What follows belongs to an exercise in optimizing a design on an open flow for small area, a short achievable clock period and few clock cycles per item; a production flow would make more cautious choices. The RTL was checked by simulation tests, not by an equivalence proof against the original design.

==> v13: inputs <==
==> flow/design.v <==
module ble_tx (
    input  wire       clk,
    input  wire       rst,
    input  wire       start_valid,
    output wire       start_ready,
    input  wire [5:0] start_channel,
    input  wire [1:0] start_phy,
    input  wire [4:0] start_plen,
    input  wire       in_valid,
    output wire       in_ready,
    input  wire [7:0] in_data,
    output reg        out_valid,
    input  wire       out_ready,
    output reg  [7:0] out_data,
    output reg        out_last
);
    localparam [23:0] CRC_POLY = 24'h00065B;
    localparam [23:0] CRC_INIT = 24'h555555;
    function [7:0] rev8(input [7:0] x);
        integer b;
        begin
            for (b = 0; b < 8; b = b + 1)
                rev8[b] = x[7-b];
        end
    endfunction
    function [23:0] crc8(input [23:0] c, input [7:0] d);
        integer b;
        reg [23:0] r;
        begin
            r = c;
            for (b = 7; b >= 0; b = b - 1)
                r = {r[22:0], 1'b0} ^ ((r[23] ^ d[b]) ? CRC_POLY : 24'd0);
            crc8 = r;
        end
    endfunction
    function [7:0] wbyte(input [6:0] l);
        integer b;
        reg [6:0] s;
        begin
            s = l;
            for (b = 7; b >= 0; b = b - 1) begin
                wbyte[b] = s[6];
                s = {s[5:0], s[6]} ^ (s[6] ? 7'h10 : 7'h00);
            end
        end
    endfunction
    function [6:0] lfsr8(input [6:0] l);
        integer b;
        reg [6:0] s;
        begin
            s = l;
            for (b = 0; b < 8; b = b + 1)
                s = {s[5:0], s[6]} ^ (s[6] ? 7'h10 : 7'h00);
            lfsr8 = s;
        end
    endfunction
    function [7:0] s8map(input a0, input a1);
        s8map = {a0, a0, ~a0, ~a0, a1, a1, ~a1, ~a1};
    endfunction
    reg       busy;         
    reg       pend;         
    reg [5:0] s_ch;
    reg [1:0] s_phy;
    reg [5:0] s_len;        
    assign start_ready = !busy;
    wire start_fire = start_valid && !busy;
    reg [247:0] mem;        
    reg       ld_act;       
    reg [5:0] wcnt;         
    reg       a_rd;         
    reg       in_rdy;       
    assign in_ready = in_rdy;
    wire in_fire = in_valid && in_rdy;
    always @(posedge clk) begin
        if (in_fire)
            mem <= {mem[239:0], in_data};
    end
    wire [5:0] wcnt_inc = wcnt + 6'd1;
    wire in_last = (wcnt_inc == s_len);
    wire all_in  = !ld_act;
    wire a_in    = (wcnt >= 6'd6);
    localparam [2:0] A_IDLE = 3'd0,
                     A_H0   = 3'd1,
                     A_H1   = 3'd2,
                     A_ADDR = 3'd3,
                     A_PAY  = 3'd4,
                     A_CRC  = 3'd5;
    reg [2:0] aph;
    reg [5:0] pos;          
    reg [3:0] pos_lo;       
    reg [2:0] acnt;         
    reg       rb_v;
    reg [7:0] rb;
    reg       rb_crc;
    reg       rb_h0;        
    reg       rb_h1;        
    reg       rb_last;
    reg       fb_v;
    reg [7:0] fb;
    reg       fb_last;
    reg [23:0] crc;         
    reg [6:0]  lfsr;
    wire fb_take;           
    wire a_avail = (aph == A_H0) || (aph == A_H1) || (aph == A_CRC) ||
                   (aph == A_ADDR && a_in) || (aph == A_PAY && all_in);
    wire fb_load = rb_v && (!fb_v || fb_take);
    wire rb_load = a_avail && (!rb_v || fb_load);
    wire addr_end = (acnt == 3'd0);
    wire pay_end  = (pos[4:0] == s_len[4:0] - 5'd7);
    reg [7:0] rd;
    always @(*) begin : rdmux
        integer g, j;
        reg [7:0] grp [0:7];
        for (g = 0; g < 8; g = g + 1) begin
            grp[g] = 8'd0;
            for (j = 0; j < 4; j = j + 1)
                if (4*g + j < 31)
                    grp[g] = grp[g] | (pos_lo[j] ? mem[8*(4*g+j) +: 8] : 8'd0);
        end
        rd = grp[pos[4:2]];
    end
    reg [5:0] pos_n;
    always @(*) begin
        pos_n = pos + {5'd0, in_fire && aph != A_PAY} +
                {5'd0, rb_load && (aph == A_ADDR || aph == A_PAY)};
        if (start_fire)
            pos_n = 6'd58;                            
        else if (rb_load && aph == A_ADDR && addr_end)
            pos_n = 6'd0;
    end
    reg  [7:0] bsrc;
    always @(*) begin
        if (rb_crc)
            bsrc = crc[23:16];
        else if (rb_h0)
            bsrc = 8'h40;                             
        else if (rb_h1)
            bsrc = rev8({2'b00, s_len});              
        else
            bsrc = rev8(rb);
    end
    localparam [1:0] O_IDLE = 2'd0,
                     O_HDR  = 2'd1,    
                     O_FRM  = 2'd2,    
                     O_TERM = 2'd3;    
    localparam [46:0] HDR_A0_S2 = {10'h000, 37'h092e71f762};
    localparam [46:0] HDR_A1_S2 = {10'h3ff, 37'h0f99a8e07a};
    localparam [46:0] HDR_A0_S8 = {10'h000, 37'h092e71f77c};
    localparam [46:0] HDR_A1_S8 = {10'h3ff, 37'h0f99a8e06c};
    reg [1:0] oph;
    reg [5:0] ocnt;         
    reg [1:0] o_phy;
    reg [2:0] fec;          
    reg       sk_v;
    reg [7:0] sk_d;
    reg       sk_l;
    wire adv   = !sk_v;
    wire coded = o_phy[1];
    wire s8    = o_phy[0];
    wire e_b  = (oph == O_FRM) && fb[7];
    wire e_a1 = e_b ^ fec[1] ^ fec[2];
    wire e_a0 = e_a1 ^ fec[0];
    reg [7:0] s2_byte;
    reg [2:0] s2_fec;
    always @(*) begin : s2calc
        integer k;
        reg b, x1, x0;
        s2_fec = fec;
        s2_byte = 8'd0;
        for (k = 0; k < 4; k = k + 1) begin
            b  = (oph == O_FRM) && fb[7-k];
            x1 = b ^ s2_fec[1] ^ s2_fec[2];
            x0 = x1 ^ s2_fec[0];
            s2_byte[7-2*k] = x0;
            s2_byte[6-2*k] = x1;
            s2_fec = {s2_fec[1:0], b};
        end
    end
    reg [7:0] uhdr;
    always @(*) begin
        case (ocnt[2:0])
            3'd3:    uhdr = 8'h6B;
            3'd2:    uhdr = 8'h7D;
            3'd1:    uhdr = 8'h91;
            3'd0:    uhdr = 8'h71;
            default: uhdr = 8'h55;
        endcase
    end
    wire h_a0 = s8 ? HDR_A0_S8[ocnt] : HDR_A0_S2[ocnt];
    wire h_a1 = s8 ? HDR_A1_S8[ocnt] : HDR_A1_S2[ocnt];
    reg       nv;
    reg [7:0] nb;
    reg       nl;
    reg       fb_done;      
    always @(*) begin
        nv = 1'b0;
        nb = 8'h00;
        nl = 1'b0;
        fb_done = 1'b0;
        case (oph)
            O_HDR: begin
                nv = 1'b1;
                nb = coded ? s8map(h_a0, h_a1) : uhdr;
            end
            O_FRM: begin
                nv = fb_v;
                if (!coded) begin
                    nb = fb;
                    fb_done = 1'b1;
                    nl = fb_last;
                end else if (s8) begin
                    nb = s8map(e_a0, e_a1);
                    fb_done = (ocnt[2:0] == 3'd0);
                end else begin
                    nb = s2_byte;
                    fb_done = !ocnt[2];
                end
            end
            O_TERM: begin
                nv = 1'b1;
                nb = s8 ? s8map(e_a0, e_a1) : s2_byte;
                nl = (ocnt == 6'd0);
            end
            default: ;
        endcase
    end
    wire emit = adv && nv;
    assign fb_take = emit && (oph == O_FRM) && fb_done;
    wire pkt_end = emit && nl;
    wire pstart = pend && ((oph == O_IDLE) || pkt_end);
    wire last_rd = rb_load && ((aph == A_PAY && pay_end) ||
                               (aph == A_ADDR && addr_end && s_len == 6'd6));
    always @(posedge clk) begin
        if (rst) begin
            busy      <= 1'b0;
            pend      <= 1'b0;
            ld_act    <= 1'b0;
            in_rdy    <= 1'b0;
            aph       <= A_IDLE;
            rb_v      <= 1'b0;
            fb_v      <= 1'b0;
            oph       <= O_IDLE;
            sk_v      <= 1'b0;
            out_valid <= 1'b0;
        end else begin
            if (start_fire) begin
                busy   <= 1'b1;
                pend   <= 1'b1;
                ld_act <= 1'b1;
            end
            if (in_fire && in_last)
                ld_act <= 1'b0;
            in_rdy <= (start_fire || (ld_act && !(in_fire && in_last))) &&
                      (start_fire || (in_fire ? wcnt_inc : wcnt) < 6'd31 ||
                       a_rd || (rb_load && aph == A_ADDR && addr_end));
            if (last_rd)
                busy <= 1'b0;
            if (rb_load) begin
                rb_v <= 1'b1;
                case (aph)
                    A_H0: aph <= A_H1;
                    A_H1: aph <= A_ADDR;
                    A_ADDR: if (addr_end) aph <= (s_len == 6'd6) ? A_CRC : A_PAY;
                    A_PAY: if (pay_end) aph <= A_CRC;
                    A_CRC: if (addr_end) aph <= A_IDLE;
                    default: ;
                endcase
            end else if (fb_load) begin
                rb_v <= 1'b0;
            end
            if (fb_load)
                fb_v <= 1'b1;
            else if (fb_take)
                fb_v <= 1'b0;
            if (emit) begin
                case (oph)
                    O_HDR: if (ocnt == 6'd0) oph <= O_FRM;
                    O_FRM: if (fb_done && fb_last) oph <= coded ? O_TERM : O_IDLE;
                    O_TERM: if (ocnt == 6'd0) oph <= O_IDLE;
                    default: ;
                endcase
            end
            if (pstart) begin
                pend <= 1'b0;
                oph  <= O_HDR;
                aph  <= A_H0;
            end
            if (!out_valid || out_ready) begin
                if (sk_v) begin
                    out_valid <= 1'b1;
                    sk_v      <= 1'b0;
                end else begin
                    out_valid <= emit;
                end
            end else if (emit) begin
                sk_v <= 1'b1;
            end
        end
    end
    always @(posedge clk) begin
        if (start_fire) begin
            s_ch  <= start_channel;
            s_phy <= start_phy;
            s_len <= {1'b0, start_plen} + 6'd6;
            wcnt  <= 6'd0;
            a_rd  <= 1'b0;
        end
        if (in_fire)
            wcnt <= wcnt_inc;
        pos    <= pos_n;
        pos_lo <= 4'd1 << pos_n[1:0];
        if (rb_load) begin
            rb_crc  <= (aph == A_CRC);
            rb_last <= (aph == A_CRC) && addr_end;
            rb_h0   <= (aph == A_H0);
            rb_h1   <= (aph == A_H1);
            rb      <= rd;
            acnt    <= acnt - 3'd1;
            case (aph)
                A_H1:   acnt <= 3'd5;
                A_ADDR: if (addr_end) begin
                    acnt <= 3'd2;
                    a_rd <= 1'b1;
                end
                A_PAY:  acnt <= 3'd2;
                default: ;
            endcase
        end
        if (fb_load) begin
            fb      <= bsrc ^ wbyte(lfsr);
            fb_last <= rb_last;
            if (rb_crc)
                crc <= {crc[15:0], 8'h00};
            else if (!rb_h0 && !rb_h1)
                crc <= crc8(crc, rev8(rb));
            lfsr    <= lfsr8(lfsr);
        end else if (emit && oph == O_FRM) begin
            fb <= s8 ? {fb[6:0], 1'b0} : {fb[3:0], 4'h0};
        end
        if (emit) begin
            if (oph == O_FRM || oph == O_TERM)
                fec <= s8 ? {fec[1:0], e_b} : s2_fec;
            ocnt <= ocnt - ((oph == O_FRM && !s8) ? 6'd4 : 6'd1);
            if (oph == O_FRM && fb_done && fb_last)
                ocnt <= s8 ? 6'd2 : 6'd0;
        end
        if (pstart) begin
            o_phy <= s_phy;
            ocnt  <= s_phy[1] ? 6'd46 : (s_phy[0] ? 6'd5 : 6'd4);
            fec   <= 3'd0;
            crc   <= crc8(crc8(CRC_INIT, 8'h40), rev8({2'b00, s_len}));
            lfsr  <= {s_ch[0], s_ch[1], s_ch[2], s_ch[3], s_ch[4], s_ch[5], 1'b1};
        end
        if (!out_valid || out_ready) begin
            out_data <= sk_v ? sk_d : nb;
            out_last <= sk_v ? sk_l : nl;
        end
        if (!sk_v) begin
            sk_d <= nb;
            sk_l <= nl;
        end
    end
endmodule
==> flow/flow/run.sh <==
#!/bin/bash
# The standard layout, with real buffers (not delay cells) on the ports.
set -euo pipefail
export BUFFER_PORTS_ARGS="-buffer_cell sky130_fd_sc_hd__buf_4"
bash standard.sh finish > layout.log 2>&1
==> flow/standard.sh <==
#!/bin/bash
# synth_recipe.tcl (not shown) runs the flow's synth.tcl, then flattens the netlist and writes it again
# the make line also repeats each setting of config.mk as NAME=value (left out here)
make -C /OpenROAD-flow-scripts/flow DESIGN_CONFIG=/design/flow/config.mk WORK_HOME=/design/flow/orfs CLKGATE_MAP_FILE= SYNTH_SCRIPT=/design/flow/synth_recipe.tcl "${@:-finish}"
==> flow/config.mk <==
export PLATFORM = sky130hd
export DESIGN_NAME = ble_tx
export DESIGN_NICKNAME = ble_tx
export VERILOG_FILES = /design/flow/design.v
export SDC_FILE = /design/flow/constraint.sdc
export NUM_CORES = 4
export LEC_CHECK = 0
export CAP_MARGIN = 20
export CORE_MARGIN = 2
export CORE_UTILIZATION = 40
export CTS_BUF_LIST = sky130_fd_sc_hd__clkbuf_16
export CTS_CLUSTER_DIAMETER = 100
export CTS_CLUSTER_SIZE = 24
export PLACE_DENSITY = 0.6
export SETUP_SLACK_MARGIN = 2.7
export SLEW_MARGIN = 20
==> flow/constraint.sdc <==
create_clock -name core_clock -period 5.0 [get_ports {clk}]
set_input_delay 1.0000 -clock core_clock [delete_from_list [all_inputs] [get_ports {clk}]]
set_output_delay 1.0000 -clock core_clock [all_outputs]
set_load 0.01 [all_outputs]
==> v24 (differences from v13) <==
==> flow/design.v, changed modules only <==
module ble_tx (
    input  wire       clk,
    input  wire       rst,
    input  wire       start_valid,
    output wire       start_ready,
    input  wire [5:0] start_channel,
    input  wire [1:0] start_phy,
    input  wire [4:0] start_plen,
    input  wire       in_valid,
    output wire       in_ready,
    input  wire [7:0] in_data,
    output reg        out_valid,
    input  wire       out_ready,
    output reg  [7:0] out_data,
    output reg        out_last
);
    localparam [23:0] CRC_POLY = 24'h00065B;
    function [7:0] rev8(input [7:0] x);
        integer b;
        begin
            for (b = 0; b < 8; b = b + 1)
                rev8[b] = x[7-b];
        end
    endfunction
    function [23:0] crc8(input [23:0] c, input [7:0] d);
        integer b;
        reg [23:0] r;
        begin
            r = c;
            for (b = 7; b >= 0; b = b - 1)
                r = {r[22:0], 1'b0} ^ ((r[23] ^ d[b]) ? CRC_POLY : 24'd0);
            crc8 = r;
        end
    endfunction
    function [7:0] wbyte(input [6:0] l);
        integer b;
        reg [6:0] s;
        begin
            s = l;
            for (b = 7; b >= 0; b = b - 1) begin
                wbyte[b] = s[6];
                s = {s[5:0], s[6]} ^ (s[6] ? 7'h10 : 7'h00);
            end
        end
    endfunction
    function [6:0] lfsr8(input [6:0] l);
        integer b;
        reg [6:0] s;
        begin
            s = l;
            for (b = 0; b < 8; b = b + 1)
                s = {s[5:0], s[6]} ^ (s[6] ? 7'h10 : 7'h00);
            lfsr8 = s;
        end
    endfunction
    function [7:0] s8map(input a0, input a1);
        s8map = {a0, a0, ~a0, ~a0, a1, a1, ~a1, ~a1};
    endfunction
    reg       busy;         
    reg       pend;         
    reg [5:0] s_ch;
    reg [1:0] s_phy;
    reg [5:0] s_len;        
    assign start_ready = !busy;
    wire start_fire = start_valid && !busy;
    reg [247:0] mem;        
    reg [4:0] wp;           
    reg       ld_act;       
    reg [5:0] wcnt;         
    reg       a_rd;         
    reg       in_rdy;       
    assign in_ready = in_rdy;
    wire in_fire = in_valid && in_rdy;
    always @(posedge clk) begin
        mem <= {mem[239:0], in_fire ? in_data : mem[247:240]};
    end
    function [4:0] inc31(input [4:0] x);
        inc31 = (x == 5'd30) ? 5'd0 : x + 5'd1;
    endfunction
    wire [5:0] wcnt_inc = wcnt + 6'd1;
    wire in_last = (wcnt_inc == s_len);
    wire all_in  = !ld_act;
    wire a_in    = (wcnt >= 6'd6);
    localparam [2:0] A_IDLE = 3'd0,
                     A_H0   = 3'd1,
                     A_H1   = 3'd2,
                     A_ADDR = 3'd3,
                     A_PAY  = 3'd4,
                     A_CRC  = 3'd5;
    reg [2:0] aph;
    reg [4:0] pos;          
    wire [3:0] pos_lo = 4'd1 << pos[1:0];
    reg [4:0] lpos;         
    reg [4:0] acnt;         
    reg       acnt_z;       
    reg       rb_v;
    reg [7:0] rb;
    reg       rb_crc;
    reg       rb_h0;        
    reg       rb_h1;        
    reg       rb_last;
    reg       fb_v;
    reg [7:0] fb;
    reg       fb_last;
    reg [23:0] crc;         
    reg [6:0]  lfsr;
    wire fb_take;           
    wire a_avail = (aph == A_H0) || (aph == A_H1) || (aph == A_CRC) ||
                   (aph == A_ADDR && a_in) || (aph == A_PAY && all_in);
    wire fb_load = rb_v && (!fb_v || fb_take);
    wire rb_load = a_avail && (!rb_v || fb_load);
    wire addr_end = acnt_z;
    wire pay_end  = addr_end;
    reg [7:0] rd;
    always @(*) begin : rdmux
        integer g, j;
        reg [7:0] grp [0:7];
        for (g = 0; g < 8; g = g + 1) begin
            grp[g] = 8'd0;
            for (j = 0; j < 4; j = j + 1)
                if (4*g + j < 31)
                    grp[g] = grp[g] | (pos_lo[j] ? mem[8*(4*g+j) +: 8] : 8'd0);
        end
        rd = grp[pos[4:2]];
    end
    wire       first  = in_fire && wcnt == 6'd0;
    wire       inc_r  = rb_load && (aph == A_ADDR || aph == A_PAY);
    wire       pos_z  = rb_load && aph == A_ADDR && addr_end;
    wire [4:0] pos_1  = inc31(pos);
    wire [4:0] pos_2  = inc31(pos_1);
    wire [4:0] lpos_1 = inc31(lpos);
    wire [6:0] l0     = 7'd32 - {1'b0, s_len};
    wire [4:0] lpos_0 = l0[6] ? l0[4:0] + 5'd31 : l0[4:0];    
    wire [4:0] pos_n  = first ? 5'd26 :                        
                        pos_z ? lpos_1 :
                        inc_r ? pos_2 : pos_1;
    wire [4:0] lpos_n = first ? lpos_0 : lpos_1;
    reg  [7:0] bsrc;
    always @(*) begin
        if (rb_crc)
            bsrc = crc[23:16];
        else if (rb_h0)
            bsrc = 8'h40;                             
        else if (rb_h1)
            bsrc = rev8({2'b00, s_len});              
        else
            bsrc = rev8(rb);
    end
    localparam [1:0] O_IDLE = 2'd0,
                     O_HDR  = 2'd1,    
                     O_FRM  = 2'd2,    
                     O_TERM = 2'd3;    
    localparam [46:0] HDR_A0_S2 = {10'h000, 37'h092e71f762};
    localparam [46:0] HDR_A1_S2 = {10'h3ff, 37'h0f99a8e07a};
    localparam [46:0] HDR_A0_S8 = {10'h000, 37'h092e71f77c};
    localparam [46:0] HDR_A1_S8 = {10'h3ff, 37'h0f99a8e06c};
    reg [1:0] oph;
    reg [5:0] ocnt;         
    reg [1:0] o_phy;
    reg [2:0] fec;          
    wire adv   = !out_valid || out_ready;
    wire coded = o_phy[1];
    wire s8    = o_phy[0];
    wire e_b  = (oph == O_FRM) && fb[7];
    wire e_a1 = e_b ^ fec[1] ^ fec[2];
    wire e_a0 = e_a1 ^ fec[0];
    reg [7:0] s2_byte;
    reg [2:0] s2_fec;
    always @(*) begin : s2calc
        integer k;
        reg b, x1, x0;
        s2_fec = fec;
        s2_byte = 8'd0;
        for (k = 0; k < 4; k = k + 1) begin
            b  = (oph == O_FRM) && fb[7-k];
            x1 = b ^ s2_fec[1] ^ s2_fec[2];
            x0 = x1 ^ s2_fec[0];
            s2_byte[7-2*k] = x0;
            s2_byte[6-2*k] = x1;
            s2_fec = {s2_fec[1:0], b};
        end
    end
    reg [7:0] uhdr;
    always @(*) begin
        case (ocnt[2:0])
            3'd3:    uhdr = 8'h6B;
            3'd2:    uhdr = 8'h7D;
            3'd1:    uhdr = 8'h91;
            3'd0:    uhdr = 8'h71;
            default: uhdr = 8'h55;
        endcase
    end
    reg  h_a0, h_a1;
    wire [47:0] HDR_A0_S2_N = {HDR_A0_S2, 1'b0};    
    wire [47:0] HDR_A1_S2_N = {HDR_A1_S2, 1'b0};
    wire [47:0] HDR_A0_S8_N = {HDR_A0_S8, 1'b0};
    wire [47:0] HDR_A1_S8_N = {HDR_A1_S8, 1'b0};
    reg       nv;
    reg [7:0] nb;
    reg       nl;
    reg       fb_done;      
    always @(*) begin
        nv = 1'b0;
        nb = 8'h00;
        nl = 1'b0;
        fb_done = 1'b0;
        case (oph)
            O_HDR: begin
                nv = 1'b1;
                nb = coded ? s8map(h_a0, h_a1) : uhdr;
            end
            O_FRM: begin
                nv = fb_v;
                if (!coded) begin
                    nb = fb;
                    fb_done = 1'b1;
                    nl = fb_last;
                end else if (s8) begin
                    nb = s8map(e_a0, e_a1);
                    fb_done = (ocnt[2:0] == 3'd0);
                end else begin
                    nb = s2_byte;
                    fb_done = !ocnt[2];
                end
            end
            O_TERM: begin
                nv = 1'b1;
                nb = s8 ? s8map(e_a0, e_a1) : s2_byte;
                nl = (ocnt == 6'd0);
            end
            default: ;
        endcase
    end
    wire emit = adv && nv;
    assign fb_take = emit && (oph == O_FRM) && fb_done;
    wire pkt_end = emit && nl;
    wire pstart = pend && ((oph == O_IDLE) || pkt_end);
    wire last_rd = rb_load && ((aph == A_PAY && pay_end) ||
                               (aph == A_ADDR && addr_end && s_len == 6'd6));
    always @(posedge clk) begin
        if (rst) begin
            busy      <= 1'b0;
            pend      <= 1'b0;
            ld_act    <= 1'b0;
            in_rdy    <= 1'b0;
            aph       <= A_IDLE;
            rb_v      <= 1'b0;
            fb_v      <= 1'b0;
            oph       <= O_IDLE;
            out_valid <= 1'b0;
        end else begin
            if (start_fire) begin
                busy   <= 1'b1;
                pend   <= 1'b1;
                ld_act <= 1'b1;
            end
            if (in_fire && in_last)
                ld_act <= 1'b0;
            in_rdy <= (start_fire || (ld_act && !(in_fire && in_last))) &&
                      (start_fire || first || (wcnt == 6'd0 && !in_fire) ||
                       (in_fire ? wp == 5'd0 : wp == 5'd30)) &&
                      (start_fire || (in_fire ? wcnt_inc : wcnt) < 6'd31 ||
                       a_rd || (rb_load && aph == A_ADDR && addr_end));
            if (last_rd)
                busy <= 1'b0;
            if (rb_load) begin
                rb_v <= 1'b1;
                case (aph)
                    A_H0: aph <= A_H1;
                    A_H1: aph <= A_ADDR;
                    A_ADDR: if (addr_end) aph <= (s_len == 6'd6) ? A_CRC : A_PAY;
                    A_PAY: if (pay_end) aph <= A_CRC;
                    A_CRC: if (addr_end) aph <= A_IDLE;
                    default: ;
                endcase
            end else if (fb_load) begin
                rb_v <= 1'b0;
            end
            if (fb_load)
                fb_v <= 1'b1;
            else if (fb_take)
                fb_v <= 1'b0;
            if (emit) begin
                case (oph)
                    O_HDR: if (ocnt == 6'd0) oph <= O_FRM;
                    O_FRM: if (fb_done && fb_last) oph <= coded ? O_TERM : O_IDLE;
                    O_TERM: if (ocnt == 6'd0) oph <= O_IDLE;
                    default: ;
                endcase
            end
            if (pstart) begin
                pend <= 1'b0;
                oph  <= O_HDR;
                aph  <= A_H0;
            end
            if (adv)
                out_valid <= emit;
        end
    end
    always @(posedge clk) begin
        if (start_fire) begin
            s_ch  <= start_channel;
            s_phy <= start_phy;
            s_len <= {1'b0, start_plen} + 6'd6;
            wcnt  <= 6'd0;
            a_rd  <= 1'b0;
        end
        if (in_fire)
            wcnt <= wcnt_inc;
        pos    <= pos_n;
        lpos   <= lpos_n;
        wp     <= first ? 5'd0 : in_fire ? wp : inc31(wp);
        if (rb_load) begin
            rb_crc  <= (aph == A_CRC);
            rb_last <= (aph == A_CRC) && addr_end;
            rb_h0   <= (aph == A_H0);
            rb_h1   <= (aph == A_H1);
            rb      <= (aph == A_H0 || aph == A_H1) ? 8'h00 : rd;
            acnt    <= acnt - 5'd1;
            acnt_z  <= (acnt == 5'd1);
            case (aph)
                A_H1: begin
                    acnt   <= 5'd5;
                    acnt_z <= 1'b0;
                end
                A_ADDR: if (addr_end) begin
                    acnt   <= (s_len == 6'd6) ? 5'd2 : s_len[4:0] - 5'd7;    
                    acnt_z <= (s_len == 6'd7);
                    a_rd   <= 1'b1;
                end
                A_PAY: if (pay_end) begin
                    acnt   <= 5'd2;
                    acnt_z <= 1'b0;
                end
                default: ;
            endcase
        end
        if (fb_load) begin
            fb      <= bsrc ^ wbyte(lfsr);
            fb_last <= rb_last;
            crc     <= rb_crc ? {crc[15:0], 8'h00} : crc8(crc, rev8(rb));
            lfsr    <= lfsr8(lfsr);
        end else if (emit && oph == O_FRM) begin
            fb <= s8 ? {fb[6:0], 1'b0} : {fb[3:0], 4'h0};
        end
        if (emit) begin
            if (oph == O_FRM || oph == O_TERM)
                fec <= s8 ? {fec[1:0], e_b} : s2_fec;
            ocnt <= ocnt - ((oph == O_FRM && !s8) ? 6'd4 : 6'd1);
            if (oph == O_FRM && fb_done && fb_last)
                ocnt <= s8 ? 6'd2 : 6'd0;
        end
        if (emit && oph == O_HDR) begin
            h_a0 <= s8 ? HDR_A0_S8_N[ocnt] : HDR_A0_S2_N[ocnt];
            h_a1 <= s8 ? HDR_A1_S8_N[ocnt] : HDR_A1_S2_N[ocnt];
        end
        if (pstart) begin
            h_a0  <= 1'b0;                            
            h_a1  <= 1'b1;
            o_phy <= s_phy;
            ocnt  <= s_phy[1] ? 6'd46 : (s_phy[0] ? 6'd5 : 6'd4);
            fec   <= 3'd0;
            crc   <= 24'h155555 ^ {8'h00, s_len[0], s_len[1], s_len[2], s_len[3], s_len[4], s_len[5], 10'h000};
            lfsr  <= {s_ch[0], s_ch[1], s_ch[2], s_ch[3], s_ch[4], s_ch[5], 1'b1};
        end
        if (adv) begin
            out_data <= nb;
            out_last <= nl;
        end
    end
endmodule
--- a/flow/config.mk
+++ b/flow/config.mk
@@ -12,3 +12,3 @@
 export CTS_CLUSTER_DIAMETER = 100
-export CTS_CLUSTER_SIZE = 24
+export CTS_CLUSTER_SIZE = 30
 export PLACE_DENSITY = 0.6
==> qor.yml <==
syn_area_um2: 16300
inverters: 35
final_area_um2: 18300
crit_slowest_cell: "edfxtp_1"
crit_path_start: "ocnt[1]"
wl_per_cell_um: 20.3
outcome: "no timing/DRC/antenna violations"
hold_path_end: "fb_last"
(the above is from v13)
==> qor.yml <==
hold_path_end: "mem[116]"
final_area_um2: 16100
outcome: "no timing/DRC/antenna violations"
crit_slowest_cell: "dfxtp_4"
(the above is from v24)
Testbench counts of v13, summed over its fixed seeds: cycles 41,279, packets 384.
Testbench counts of v24, summed over its fixed seeds: cycles 42,368, packets 384.

-- re-timing with driven ports --
The flow's constraints put no driver on any port. The routed layouts listed below were extracted and timed again, unchanged, in two steps. Step 1 (the two cells are an assumption about what drives the block):
set clk [get_ports {clk}]
set_driving_cell -lib_cell sky130_fd_sc_hd__clkbuf_16 $clk
set_driving_cell -lib_cell sky130_fd_sc_hd__buf_2 [delete_from_list [all_inputs] $clk]
Step 2 also shifts input and output timing later by t, the mid clock arrival at the registers, as if the neighbouring blocks saw the same clock. Three values: ideal, step 1, step 2; two values: the first two.
run | t (ns) | setup WS [ns] | worst setup path at the end
v13 | 0.583 | 2.613 / 2.613 / 2.222 | input to register
v24 | 0.565 | 2.721 / 2.721 / 2.259 | input to register
After both steps every run listed still meets setup and hold. For v24, which loses most, drivers alone change the setup slack by 0.000 ns; drivers and shift together by -0.462 ns.
